This design comes from an exercise in tuning for small area on the open sky130 flow, not from production work. Only simulation tests tie the RTL to the original design; equivalence was not proved. Power figures rest on the tool's default switching activity, not on a simulated workload. The flow treats the clock pin as an ideal source, which a real chip does not have.

==> inputs of 12-17 <==
==> flow/design.v (excerpt) <==
module jk2_frame_decoder #(
    parameter integer LEN_LIMIT = 100,             
    parameter integer CAP       = LEN_LIMIT + 3,   
    parameter integer AW        = 9
) (
    input  wire          clk,
    input  wire          rst,
    input  wire          in_valid,
    input  wire [7:0]    in_byte,
    output wire          in_ready,
    input  wire          take,
    output wire          frame_valid,
    output wire [2:0]    state,
    output wire [AW-1:0] count,
    output wire [AW-1:0] frame_len,
    input  wire [AW-1:0] rd_addr,
    output wire [7:0]    rd_data,
    output wire [3:0]    evt
);
    localparam [2:0] ST_EMPTY = 3'd0;
    localparam [2:0] ST_SAW1  = 3'd1;
    localparam [2:0] ST_AWLEN = 3'd2;
    localparam [2:0] ST_ACC   = 3'd3;
    localparam [2:0] ST_COMP  = 3'd4;
    localparam [3:0] EV_NONE       = 4'd0;
    localparam [3:0] EV_SKIP       = 4'd1;
    localparam [3:0] EV_PUSH       = 4'd2;
    localparam [3:0] EV_COMPLETE   = 4'd3;
    localparam [3:0] EV_HDR2_ERR   = 4'd4;
  ...
clock: 20.0 ns
lec_check: 0
cap_margin: 40
core_margin: 2
core_utilization: 60
cts_buf_list: sky130_fd_sc_hd__clkbuf_16
cts_cluster_diameter: 100
cts_cluster_size: 30
place_density: 0.7
slew_margin: 40
synth_hierarchical: 1
run.sh (not shown) runs the stock make flow with config.mk's settings and CLKGATE_MAP_FILE= SYNTH_SCRIPT=/design/flow/synth_recipe.tcl, a recipe that flattens the netlist after the stock synthesis.
==> 09-28: changes against 12-17 <==
==> flow/flow/run.sh (new file) <==
#!/bin/bash
# Own layout flow: the standard flow (standard.sh, unchanged synthesis,
# floorplan, power grid and routing) with two placement/CTS arguments changed:
#  - port buffers use the smallest buffer (buf_1) instead of the default pick;
#  - clock tree: larger sink clusters of clkbuf_16 and no dummy loads.
# The full make output goes to standard_finish.log in this folder; ORFS keeps
# each step's own log under orfs/logs/.
set -euo pipefail
bash standard.sh \
  "BUFFER_PORTS_ARGS=-buffer_cell sky130_fd_sc_hd__buf_1" \
  "CTS_ARGS=-sink_clustering_enable -repair_clock_nets -buf_list sky130_fd_sc_hd__clkbuf_16 -sink_clustering_size 30 -sink_clustering_max_diameter 100 -dont_use_dummy_load" \
  finish > standard_finish.log 2>&1
==> flow/standard.sh (new file) <==
#!/bin/bash
# synth_recipe.tcl (not shown) runs the flow's synth.tcl, then flattens the netlist and writes it again
# the make line also repeats each setting of config.mk as NAME=value (left out here)
make -C /OpenROAD-flow-scripts/flow DESIGN_CONFIG=/design/flow/config.mk WORK_HOME=/design/flow/orfs CLKGATE_MAP_FILE= SYNTH_SCRIPT=/design/flow/synth_recipe.tcl "${@:-finish}"
removed: flow/run.sh
==> comparison <==
Between 12-17 and 09-28, the lower maximum frequency is in 12-17 (gap about 7%, measured against 09-28). In sequential cell count, 12-17 and 09-28 do not differ. In 09-28 the clock power is lower than in 12-17, by 3.1%. Of 09-28 and 12-17, 12-17 has the higher core utilization (gap 0.60 points). Of 12-17 and 09-28, 12-17 has the higher clock-buffer cell count (gap 1). Against 09-28, the non-clock buffer count of 12-17 is lower by 4. Between 12-17 and 09-28, the lower wire length is in 12-17 (gap 1.4%, measured against 09-28). Against 09-28, the global-route usage of 12-17 is lower by 0.56 points. Of 12-17 and 09-28, 12-17 has the higher hold slack (gap 0.019 ns).
==> figures <==
| quantity | 09-28 | 12-17 |
|---|---|---|
| Status | finished clean | finished clean |
| Count of cells along the worst hold path | 2 | 1 |
| Filler cell count in the final layout | 3442 | 3431 |
| Clk_buf instances | 31 | 32 |
| Clock share of power | 0.273 | 0.280 |
| Signal buffers share of area | 0.0128 | 0.0198 |
| Share of layout cells above drive strength 1 | 0.0562 | 0.0524 |
| Tightest slew margin relative to the limit | 0.411 | 0.405 |
| Power spent charging and discharging nets | 0.528 mW | 0.538 mW |
| Slowest library cell on the worst path | nor4_2 | clkdlybuf4s50_1 |
| Clock group power | 0.741 mW | 0.765 mW |
| Net Sw Frac | 0.195 | 0.197 |
| Total length of routed met2 wires | 36.3 mm | 35.6 mm |
| Most numerous cell on the critical path | buf_1 | clkdlybuf4s50_1 |
| Hold Slack | 0.641 ns | 0.660 ns |
| DRT Pass-1 Iters | 11 | 14 |
| Total wirelength of the detailed-routed design | 75.6 mm | 74.6 mm |
| Net count of the finished layout | 1716 | 1712 |
| Worst setup margin | 8.55 ns | 7.71 ns |
| Static Leak | 9.44 nW | 9.60 nW |

---

==> v14 <==
==> flow/design.v <==
module jk2_frame_decoder #(
    parameter integer LEN_LIMIT = 100,             
    parameter integer CAP       = LEN_LIMIT + 3,   
    parameter integer AW        = 9
) (
    input  wire          clk,
    input  wire          rst,
    input  wire          in_valid,
    input  wire [7:0]    in_byte,
    output wire          in_ready,
    input  wire          take,
    output wire          frame_valid,
    output wire [2:0]    state,
    output wire [AW-1:0] count,
    output wire [AW-1:0] frame_len,
    input  wire [AW-1:0] rd_addr,
    output wire [7:0]    rd_data,
    output wire [3:0]    evt
);
    localparam [2:0] ST_EMPTY = 3'd0;
    localparam [2:0] ST_SAW1  = 3'd1;
    localparam [2:0] ST_AWLEN = 3'd2;
    localparam [2:0] ST_ACC   = 3'd3;
    localparam [2:0] ST_COMP  = 3'd4;
    localparam [3:0] EV_NONE       = 4'd0;
    localparam [3:0] EV_SKIP       = 4'd1;
    localparam [3:0] EV_PUSH       = 4'd2;
    localparam [3:0] EV_COMPLETE   = 4'd3;
    localparam [3:0] EV_HDR2_ERR   = 4'd4;
    localparam [3:0] EV_LEN_REJECT = 4'd5;
    localparam [3:0] EV_RESYNC     = 4'd6;
    localparam [3:0] EV_CSUM_ERR   = 4'd7;
    localparam [3:0] EV_TAKEN      = 4'd9;
    localparam integer NS = CAP - 4;   
    reg       comp;      
    reg [6:0] cnt;
    reg [6:0] lbyte;     
    reg [3:0] ev;
    reg [7:0] csum;      
    reg       last_aa;   
    reg [7:0] sr [0:NS-1];
    wire cnt_ge3  = (cnt[6:2] != 5'd0) || (cnt[1] && cnt[0]);
    wire st_empty = !comp && (cnt == 7'd0);
    wire st_saw1  = !comp && (cnt == 7'd1);
    wire st_awlen = !comp && (cnt == 7'd2);
    wire st_acc   = !comp && cnt_ge3;
    wire st_comp  = comp;
    wire [2:0] st = comp ? ST_COMP : cnt_ge3 ? ST_ACC : {1'b0, cnt[1:0]};
    reg       comp_n;
    reg [6:0] cnt_n;
    reg [3:0] ev_n;
    wire [6:0] len     = lbyte + 7'd4;
    wire [6:0] cnt_inc = cnt + 1'b1;
    wire b_aa    = (in_byte == 8'hAA);
    wire b_55    = (in_byte == 8'h55);
    wire len_ok  = (in_byte != 8'd0) && (in_byte < LEN_LIMIT);
    wire is_last = (cnt_inc == len);
    wire csum_ok = (csum == in_byte);
    always @(*) begin
        comp_n = comp;
        cnt_n  = cnt;
        ev_n   = EV_NONE;
        if (st_comp) begin
            if (take) begin
                comp_n = 1'b0;
                cnt_n  = 7'd0;
                ev_n   = EV_TAKEN;
            end
        end else if (in_valid) begin
            if (st_empty) begin
                if (b_aa) begin
                    cnt_n = cnt_inc;
                    ev_n  = EV_PUSH;
                end else begin
                    ev_n  = EV_SKIP;
                end
            end else if (st_saw1) begin
                if (b_55) begin
                    cnt_n = cnt_inc;
                    ev_n  = EV_PUSH;
                end else begin
                    cnt_n = 7'd0;
                    ev_n  = EV_HDR2_ERR;
                end
            end else if (st_awlen) begin
                if (len_ok) begin
                    cnt_n = cnt_inc;
                    ev_n  = EV_PUSH;
                end else begin
                    ev_n  = EV_LEN_REJECT;
                end
            end else begin  
                if (last_aa && b_55) begin
                    cnt_n = 7'd2;
                    ev_n  = EV_RESYNC;
                end else if (!is_last) begin
                    cnt_n = cnt_inc;
                    ev_n  = EV_PUSH;
                end else if (csum_ok) begin
                    cnt_n  = cnt_inc;
                    comp_n = 1'b1;
                    ev_n   = EV_COMPLETE;
                end else begin
                    cnt_n = 7'd0;
                    ev_n  = EV_CSUM_ERR;
                end
            end
        end
    end
    always @(posedge clk) begin
        if (rst) begin
            comp <= 1'b0;
            cnt  <= 7'd0;
            ev   <= EV_NONE;
        end else begin
            comp <= comp_n;
            cnt  <= cnt_n;
            ev   <= ev_n;
        end
    end
    always @(posedge clk) begin
        if (st_awlen) begin
            lbyte <= in_byte[6:0];
            csum  <= in_byte;
        end else if (in_valid && st_acc && !is_last) begin
            csum  <= csum ^ in_byte;
        end
        if (in_valid)
            last_aa <= b_aa;
    end
    wire shift = in_valid && !st_comp && (cnt != 7'd102);
    integer i;
    always @(posedge clk) begin
        if (shift) begin
            sr[0] <= in_byte;
            for (i = 1; i < NS; i = i + 1)
                sr[i] <= sr[i-1];
        end
    end
    wire [6:0] ra    = rd_addr[6:0];
    wire       c103  = (cnt == 7'd103);
    wire [6:0] pos   = {cnt[6:1], cnt[0] & !c103} + ~ra;
    wire       low3  = (ra[6:2] == 5'd0) && !(ra[1] && ra[0]);
    wire [98:0] psel;
    jk2_dec99 u_rd_dec (.a(pos), .en_n(low3), .sel(psel));
    localparam integer NG = NS / 3;    
    wire [NG-1:0] grp_n [0:7];
    genvar gb, gg;
    generate
        for (gb = 0; gb < 8; gb = gb + 1) begin : g_bit
            for (gg = 0; gg < NG; gg = gg + 1) begin : g_grp
                jk2_aoi3 u_aoi (
                    .d({sr[3*gg+2][gb], sr[3*gg+1][gb], sr[3*gg][gb]}),
                    .s(psel[3*gg+2:3*gg]),
                    .y_n(grp_n[gb][gg])
                );
            end
        end
    endgenerate
    wire s0   = (ra == 7'd0);
    wire s1   = (ra == 7'd1);
    wire s2   = (ra == 7'd2);
    wire s102 = (ra == 7'd102);
    reg [7:0] rd;
    integer k;
    always @(*) begin
        for (k = 0; k < 8; k = k + 1)
            rd[k] = ~&grp_n[k];
        rd = rd | ({8{s0}} & 8'hAA)
                | ({8{s1}} & 8'h55)
                | ({8{s2}} & {1'b0, lbyte})
                | ({8{s102}} & csum);
    end
    assign in_ready    = !st_comp;
    assign frame_valid = st_comp;
    assign state       = st;
    assign count       = {2'b00, cnt};
    assign frame_len   = {2'b00, cnt_ge3 ? len : 7'd0};
    assign evt         = ev;
    assign rd_data     = rd;
endmodule
module jk2_dec99 (
    input  wire [6:0]  a,
    input  wire        en_n,
    output wire [98:0] sel
);
    wire [6:0]  a_n;
    wire        en;
    wire [7:0]  lo_n;
    wire [12:0] hi_n;
    jk2_inv u_inv_en (.a(en_n), .y(en));
    genvar k;
    generate
        for (k = 0; k < 7; k = k + 1) begin : g_inv
            jk2_inv u_inv (.a(a[k]), .y(a_n[k]));
        end
        for (k = 0; k < 8; k = k + 1) begin : g_lo
            jk2_nand4 u_nand (
                .a(k[0] ? a[0] : a_n[0]),
                .b(k[1] ? a[1] : a_n[1]),
                .c(k[2] ? a[2] : a_n[2]),
                .d(en),
                .y(lo_n[k])
            );
        end
        for (k = 0; k < 13; k = k + 1) begin : g_hi
            jk2_nand4 u_nand (
                .a(k[0] ? a[3] : a_n[3]),
                .b(k[1] ? a[4] : a_n[4]),
                .c(k[2] ? a[5] : a_n[5]),
                .d(k[3] ? a[6] : a_n[6]),
                .y(hi_n[k])
            );
        end
        for (k = 0; k < 99; k = k + 1) begin : g
            jk2_nor2 u_nor (.a(lo_n[k % 8]), .b(hi_n[k / 8]), .y(sel[k]));
        end
    endgenerate
endmodule
module jk2_inv (
    input  wire a,
    output wire y
);
    assign y = ~a;
endmodule
module jk2_nand4 (
    input  wire a,
    input  wire b,
    input  wire c,
    input  wire d,
    output wire y
);
    assign y = ~(a & b & c & d);
endmodule
module jk2_nor2 (
    input  wire a,
    input  wire b,
    output wire y
);
    assign y = ~(a | b);
endmodule
module jk2_aoi3 (
    input  wire [2:0] d,
    input  wire [2:0] s,
    output wire       y_n
);
    assign y_n = ~|(d & s);
endmodule
==> flow/flow/run.sh <==
#!/bin/bash
# Own layout flow: the standard flow (standard.sh, unchanged synthesis,
# floorplan, power grid and routing) with two placement/CTS arguments changed:
#  - port buffers use the smallest buffer (buf_1) instead of the default pick;
#  - clock tree: larger sink clusters of clkbuf_16 and no dummy loads.
# The full make output goes to standard_finish.log in this folder; ORFS keeps
# each step's own log under orfs/logs/.
set -euo pipefail
bash standard.sh \
  "BUFFER_PORTS_ARGS=-buffer_cell sky130_fd_sc_hd__buf_1" \
  "CTS_ARGS=-sink_clustering_enable -repair_clock_nets -buf_list sky130_fd_sc_hd__clkbuf_16 -sink_clustering_size 30 -sink_clustering_max_diameter 100 -dont_use_dummy_load" \
  finish > standard_finish.log 2>&1
==> flow/standard.sh <==
#!/bin/bash
# synth_recipe.tcl (not shown) runs the flow's synth.tcl, then flattens the netlist and writes it again
# the make line also repeats each setting of config.mk as NAME=value (left out here)
make -C /OpenROAD-flow-scripts/flow DESIGN_CONFIG=/design/flow/config.mk WORK_HOME=/design/flow/orfs CLKGATE_MAP_FILE= SYNTH_SCRIPT=/design/flow/synth_recipe.tcl "${@:-finish}"
==> flow/config.mk <==
export PLATFORM = sky130hd
export DESIGN_NAME = jk2_frame_decoder
export DESIGN_NICKNAME = jk2_frame_decoder
export VERILOG_FILES = /design/flow/design.v
export SDC_FILE = /design/flow/constraint.sdc
export NUM_CORES = 4
export LEC_CHECK = 0
export CAP_MARGIN = 10
export CORE_MARGIN = 2
export CORE_UTILIZATION = 60
export PLACE_DENSITY = 0.7
export SLEW_MARGIN = 10
export SYNTH_HIERARCHICAL = 1
==> flow/constraint.sdc <==
create_clock -name core_clock -period 20.0 [get_ports {clk}]
set_input_delay 4.0000 -clock core_clock [delete_from_list [all_inputs] [get_ports {clk}]]
set_output_delay 4.0000 -clock core_clock [all_outputs]
set_load 0.01 [all_outputs]
==> v15: changes against v14 <==
==> flow/design.v, changed modules only <==
module jk2_frame_decoder #(
    parameter integer LEN_LIMIT = 100,             
    parameter integer CAP       = LEN_LIMIT + 3,   
    parameter integer AW        = 9
) (
    input  wire          clk,
    input  wire          rst,
    input  wire          in_valid,
    input  wire [7:0]    in_byte,
    output wire          in_ready,
    input  wire          take,
    output wire          frame_valid,
    output wire [2:0]    state,
    output wire [AW-1:0] count,
    output wire [AW-1:0] frame_len,
    input  wire [AW-1:0] rd_addr,
    output wire [7:0]    rd_data,
    output wire [3:0]    evt
);
    localparam [2:0] ST_EMPTY = 3'd0;
    localparam [2:0] ST_SAW1  = 3'd1;
    localparam [2:0] ST_AWLEN = 3'd2;
    localparam [2:0] ST_ACC   = 3'd3;
    localparam [2:0] ST_COMP  = 3'd4;
    localparam [3:0] EV_NONE       = 4'd0;
    localparam [3:0] EV_SKIP       = 4'd1;
    localparam [3:0] EV_PUSH       = 4'd2;
    localparam [3:0] EV_COMPLETE   = 4'd3;
    localparam [3:0] EV_HDR2_ERR   = 4'd4;
    localparam [3:0] EV_LEN_REJECT = 4'd5;
    localparam [3:0] EV_RESYNC     = 4'd6;
    localparam [3:0] EV_CSUM_ERR   = 4'd7;
    localparam [3:0] EV_TAKEN      = 4'd9;
    localparam integer NS = CAP - 4;   
    reg [2:0] st;
    reg [6:0] cnt;
    reg [6:0] lbyte;     
    reg [3:0] ev;
    reg [7:0] csum;      
    reg       last_aa;   
    reg [7:0] sr [0:NS-1];
    reg [2:0] st_n;
    reg [6:0] cnt_n;
    reg [3:0] ev_n;
    wire st_awlen = (st == ST_AWLEN);
    wire st_acc   = (st == ST_ACC);
    wire st_comp  = (st == ST_COMP);
    wire [6:0] len     = lbyte + 7'd4;
    wire [6:0] cnt_inc = cnt + 1'b1;
    wire b_aa    = (in_byte == 8'hAA);
    wire b_55    = (in_byte == 8'h55);
    wire len_ok  = (in_byte != 8'd0) && (in_byte < LEN_LIMIT);
    wire is_last = (cnt_inc == len);
    wire csum_ok = (csum == in_byte);
    always @(*) begin
        st_n  = st;
        cnt_n = cnt;
        ev_n  = EV_NONE;
        if (st > ST_COMP) begin
            st_n  = ST_EMPTY;
            cnt_n = 7'd0;
        end else if (st_comp) begin
            if (take) begin
                st_n  = ST_EMPTY;
                cnt_n = 7'd0;
                ev_n  = EV_TAKEN;
            end
        end else if (in_valid) begin
            case (st)
                ST_EMPTY: begin
                    if (b_aa) begin
                        cnt_n = cnt_inc;
                        st_n  = ST_SAW1;
                        ev_n  = EV_PUSH;
                    end else begin
                        ev_n  = EV_SKIP;
                    end
                end
                ST_SAW1: begin
                    if (b_55) begin
                        cnt_n = cnt_inc;
                        st_n  = ST_AWLEN;
                        ev_n  = EV_PUSH;
                    end else begin
                        cnt_n = 7'd0;
                        st_n  = ST_EMPTY;
                        ev_n  = EV_HDR2_ERR;
                    end
                end
                ST_AWLEN: begin
                    if (len_ok) begin
                        cnt_n = cnt_inc;
                        st_n  = ST_ACC;
                        ev_n  = EV_PUSH;
                    end else begin
                        ev_n  = EV_LEN_REJECT;
                    end
                end
                default: begin  
                    if (last_aa && b_55) begin
                        cnt_n = 7'd2;
                        st_n  = ST_AWLEN;
                        ev_n  = EV_RESYNC;
                    end else if (!is_last) begin
                        cnt_n = cnt_inc;
                        ev_n  = EV_PUSH;
                    end else if (csum_ok) begin
                        cnt_n = cnt_inc;
                        st_n  = ST_COMP;
                        ev_n  = EV_COMPLETE;
                    end else begin
                        cnt_n = 7'd0;
                        st_n  = ST_EMPTY;
                        ev_n  = EV_CSUM_ERR;
                    end
                end
            endcase
        end
    end
    always @(posedge clk) begin
        if (rst) begin
            st  <= ST_EMPTY;
            cnt <= 7'd0;
            ev  <= EV_NONE;
        end else begin
            st  <= st_n;
            cnt <= cnt_n;
            ev  <= ev_n;
        end
    end
    always @(posedge clk) begin
        if (st_awlen) begin
            lbyte <= in_byte[6:0];
            csum  <= in_byte;
        end else if (in_valid && st_acc && !is_last) begin
            csum  <= csum ^ in_byte;
        end
        if (in_valid)
            last_aa <= b_aa;
    end
    wire shift = in_valid && !st_comp && (cnt != 7'd102);
    integer i;
    always @(posedge clk) begin
        if (shift) begin
            sr[0] <= in_byte;
            for (i = 1; i < NS; i = i + 1)
                sr[i] <= sr[i-1];
        end
    end
    wire [6:0] ra    = rd_addr[6:0];
    wire       c103  = (cnt == 7'd103);
    wire [6:0] pos   = {cnt[6:1], cnt[0] & !c103} + ~ra;
    wire       low3  = (ra[6:2] == 5'd0) && !(ra[1] && ra[0]);
    wire [98:0] psel;
    jk2_dec99 u_rd_dec (.a(pos), .en_n(low3), .sel(psel));
    localparam integer NG = NS / 3;    
    wire [NG-1:0] grp_n [0:7];
    genvar gb, gg;
    generate
        for (gb = 0; gb < 8; gb = gb + 1) begin : g_bit
            for (gg = 0; gg < NG; gg = gg + 1) begin : g_grp
                jk2_aoi3 u_aoi (
                    .d({sr[3*gg+2][gb], sr[3*gg+1][gb], sr[3*gg][gb]}),
                    .s(psel[3*gg+2:3*gg]),
                    .y_n(grp_n[gb][gg])
                );
            end
        end
    endgenerate
    wire s0   = (ra == 7'd0);
    wire s1   = (ra == 7'd1);
    wire s2   = (ra == 7'd2);
    wire s102 = (ra == 7'd102);
    reg [7:0] rd;
    integer k;
    always @(*) begin
        for (k = 0; k < 8; k = k + 1)
            rd[k] = ~&grp_n[k];
        rd = rd | ({8{s0}} & 8'hAA)
                | ({8{s1}} & 8'h55)
                | ({8{s2}} & {1'b0, lbyte})
                | ({8{s102}} & csum);
    end
    assign in_ready    = !st_comp;
    assign frame_valid = st_comp;
    assign state       = st;
    assign count       = {2'b00, cnt};
    assign frame_len   = {2'b00, (st_acc || st_comp) ? len : 7'd0};
    assign evt         = ev;
    assign rd_data     = rd;
endmodule
==> v39: changes against v14 <==
==> flow/design.v, changed modules only <==
module jk2_frame_decoder #(
    parameter integer LEN_LIMIT = 100,             
    parameter integer CAP       = LEN_LIMIT + 3,   
    parameter integer AW        = 9
) (
    input  wire          clk,
    input  wire          rst,
    input  wire          in_valid,
    input  wire [7:0]    in_byte,
    output wire          in_ready,
    input  wire          take,
    output wire          frame_valid,
    output wire [2:0]    state,
    output wire [AW-1:0] count,
    output wire [AW-1:0] frame_len,
    input  wire [AW-1:0] rd_addr,
    output wire [7:0]    rd_data,
    output wire [3:0]    evt
);
    localparam [2:0] ST_EMPTY = 3'd0;
    localparam [2:0] ST_SAW1  = 3'd1;
    localparam [2:0] ST_AWLEN = 3'd2;
    localparam [2:0] ST_ACC   = 3'd3;
    localparam [2:0] ST_COMP  = 3'd4;
    localparam [3:0] EV_NONE       = 4'd0;
    localparam [3:0] EV_SKIP       = 4'd1;
    localparam [3:0] EV_PUSH       = 4'd2;
    localparam [3:0] EV_COMPLETE   = 4'd3;
    localparam [3:0] EV_HDR2_ERR   = 4'd4;
    localparam [3:0] EV_LEN_REJECT = 4'd5;
    localparam [3:0] EV_RESYNC     = 4'd6;
    localparam [3:0] EV_CSUM_ERR   = 4'd7;
    localparam [3:0] EV_TAKEN      = 4'd9;
    localparam integer NS = CAP - 4;   
    reg [2:0] st;
    reg [6:0] cnt;
    reg [6:0] lbyte;     
    reg [3:0] ev;
    reg [7:0] csum;      
    reg [7:0] sr [0:NS-1];
    wire last_aa = (sr[0] == 8'hAA);
    reg [2:0] st_n;
    reg [6:0] cnt_n;
    reg [3:0] ev_n;
    wire st_awlen = (st == ST_AWLEN);
    wire st_acc   = (st == ST_ACC);
    wire st_comp  = (st == ST_COMP);
    wire [6:0] len     = lbyte + 7'd4;
    wire [6:0] cnt_inc = cnt + 1'b1;
    wire b_aa    = (in_byte == 8'hAA);
    wire b_55    = (in_byte == 8'h55);
    wire len_ok  = (in_byte != 8'd0) && (in_byte < LEN_LIMIT);
    wire is_last = (cnt_inc == len);
    wire csum_ok = (csum == in_byte);
    always @(*) begin
        st_n  = st;
        cnt_n = cnt;
        ev_n  = EV_NONE;
        if (st > ST_COMP) begin
            st_n  = ST_EMPTY;
            cnt_n = 7'd0;
        end else if (st_comp) begin
            if (take) begin
                st_n  = ST_EMPTY;
                cnt_n = 7'd0;
                ev_n  = EV_TAKEN;
            end
        end else if (in_valid) begin
            case (st)
                ST_EMPTY: begin
                    if (b_aa) begin
                        cnt_n = cnt_inc;
                        st_n  = ST_SAW1;
                        ev_n  = EV_PUSH;
                    end else begin
                        ev_n  = EV_SKIP;
                    end
                end
                ST_SAW1: begin
                    if (b_55) begin
                        cnt_n = cnt_inc;
                        st_n  = ST_AWLEN;
                        ev_n  = EV_PUSH;
                    end else begin
                        cnt_n = 7'd0;
                        st_n  = ST_EMPTY;
                        ev_n  = EV_HDR2_ERR;
                    end
                end
                ST_AWLEN: begin
                    if (len_ok) begin
                        cnt_n = cnt_inc;
                        st_n  = ST_ACC;
                        ev_n  = EV_PUSH;
                    end else begin
                        ev_n  = EV_LEN_REJECT;
                    end
                end
                default: begin  
                    if (last_aa && b_55) begin
                        cnt_n = 7'd2;
                        st_n  = ST_AWLEN;
                        ev_n  = EV_RESYNC;
                    end else if (!is_last) begin
                        cnt_n = cnt_inc;
                        ev_n  = EV_PUSH;
                    end else if (csum_ok) begin
                        cnt_n = cnt_inc;
                        st_n  = ST_COMP;
                        ev_n  = EV_COMPLETE;
                    end else begin
                        cnt_n = 7'd0;
                        st_n  = ST_EMPTY;
                        ev_n  = EV_CSUM_ERR;
                    end
                end
            endcase
        end
    end
    always @(posedge clk) begin
        if (rst) begin
            st  <= ST_EMPTY;
            cnt <= 7'd0;
            ev  <= EV_NONE;
        end else begin
            st  <= st_n;
            cnt <= cnt_n;
            ev  <= ev_n;
        end
    end
    always @(posedge clk) begin
        if (st_awlen) begin
            lbyte <= in_byte[6:0];
            csum  <= in_byte;
        end else if (in_valid && st_acc && !is_last) begin
            csum  <= csum ^ in_byte;
        end
    end
    wire shift = in_valid && !st_comp && (cnt != 7'd102);
    integer i;
    always @(posedge clk) begin
        if (shift) begin
            sr[0] <= in_byte;
            for (i = 1; i < NS; i = i + 1)
                sr[i] <= sr[i-1];
        end
    end
    wire [6:0] ra    = rd_addr[6:0];
    wire       c103  = (cnt == 7'd103);
    wire [6:0] pos   = {cnt[6:1], cnt[0] & !c103} + ~ra;
    wire       low3  = (ra[6:2] == 5'd0) && !(ra[1] && ra[0]);
    wire [98:0] psel;
    jk2_dec99 u_rd_dec (.a(pos), .en_n(low3), .sel(psel));
    localparam integer NG = NS / 3;    
    wire [NG-1:0] grp_n [0:7];
    genvar gb, gg;
    generate
        for (gb = 0; gb < 8; gb = gb + 1) begin : g_bit
            for (gg = 0; gg < NG; gg = gg + 1) begin : g_grp
                jk2_aoi3 u_aoi (
                    .d({sr[3*gg+2][gb], sr[3*gg+1][gb], sr[3*gg][gb]}),
                    .s(psel[3*gg+2:3*gg]),
                    .y_n(grp_n[gb][gg])
                );
            end
        end
    endgenerate
    wire s0   = (ra == 7'd0);
    wire s1   = (ra == 7'd1);
    wire s2   = (ra == 7'd2);
    wire s102 = (ra == 7'd102);
    reg [7:0] rd;
    integer k;
    always @(*) begin
        for (k = 0; k < 8; k = k + 1)
            rd[k] = ~&grp_n[k];
        rd = rd | ({8{s0}} & 8'hAA)
                | ({8{s1}} & 8'h55)
                | ({8{s2}} & {1'b0, lbyte})
                | ({8{s102}} & csum);
    end
    assign in_ready    = !st_comp;
    assign frame_valid = st_comp;
    assign state       = st;
    assign count       = {2'b00, cnt};
    assign frame_len   = {2'b00, (st_acc || st_comp) ? len : 7'd0};
    assign evt         = ev;
    assign rd_data     = rd;
endmodule
--- a/flow/config.mk
+++ b/flow/config.mk
@@ -7,7 +7,7 @@
 export LEC_CHECK = 0
 export CAP_MARGIN = 10
 export CORE_MARGIN = 2
-export CORE_UTILIZATION = 60
-export PLACE_DENSITY = 0.7
+export CORE_UTILIZATION = 75
+export PLACE_DENSITY = 0.85
 export SLEW_MARGIN = 10
 export SYNTH_HIERARCHICAL = 1
==> flow_summary.ini <==
[global_route]
busiest_layer = met1

[status]
status = complete, no violations

[critical_path]
crit_end = rd_data[5]

[power_and_ir_drop]
vdd_ir_drop_max_mv = 0.0878
p_leak_nw = 9.06

[detailed_routing]
via_count = 16700

[layout]
fillers = 3384

[logic_synthesis]
synth_top_area_frac = 0.813

[die]
fp-row-count = 81

[timing]
fin_crit_sh = 0.678
(the above is from v14)
==> flow_summary.ini <==
[status]
status = complete, no violations

[critical_path]
startpoint_type = primary input

[power_and_ir_drop]
p_leak_nw = 9.14

[timing]
min_period_ns = 14.00
fin_crit_sh = 0.700
tightest_slew_ns = 1.22

[detailed_routing]
via_count = 17500

[logic_synthesis]
synth_top_area_frac = 0.812

[die]
fp-row-count = 73

[layout]
post-route-util = 0.799
fillers = 1879
(the above is from v39)
==> flow_summary.ini <==
[power_and_ir_drop]
powerComb_w = 0.000102
vdd_ir_drop_max_mv = 0.0748
p_leak_nw = 9.11

[logic_synthesis]
synth_top_area_frac = 0.814
syn_avg_cell_area_um2 = 19.2

[die]
fp-row-count = 81

[critical_path]
crit_end = rd_data[1]

[timing]
fin_crit_sh = 0.679

[status]
status = complete, no violations

[global_route]
busiest_layer = met1
(the above is from v15)

==> re-timing with driven ports <==
How much do the figures lean on ideal ports? The routed layouts below were timed once more, with nothing changed but the port constraints. Step 1 (the two cells are an assumption about what drives the block):
set clk [get_ports {clk}]
set_driving_cell -lib_cell sky130_fd_sc_hd__clkbuf_16 $clk
set_driving_cell -lib_cell sky130_fd_sc_hd__buf_2 [delete_from_list [all_inputs] $clk]
Step 2 adds t to the input delays and takes it off the output delays; t is the mean of the earliest and latest rising clock arrival at the registers after step 1. Input paths then give back, and output paths get back, about the clock's delay inside the block. Slacks: ideal ports / drivers / drivers and shift; pairs: ideal ports / drivers.
run | t, ns | setup slack, ns | worst setup path after step 2 | clock arrival spread, ns | slew at the worst register clock pin (ns)
12-17 | 0.686 | 7.707 / 7.675 / 7.675 | input to output | 0.022 / 0.022 | 0.11 / 0.11
09-28 | 0.665 | 8.553 / 8.464 / 8.464 | input to output | 0.055 / 0.055 | 0.12 / 0.12
v14 | 0.669 | 6.437 / 6.408 / 6.408 | input to output | 0.044 / 0.044 | 0.11 / 0.11
v15 | 0.679 | 6.424 / 6.400 / 6.400 | input to output | 0.041 / 0.041 | 0.12 / 0.12
v39 | 0.665 | 6.003 / 5.968 / 5.968 | input to output | 0.064 / 0.063 | 0.11 / 0.11
After both steps every run listed still meets setup and hold. For 09-28, which loses most, drivers alone change the setup slack by -0.089 ns; drivers and shift together by -0.089 ns.
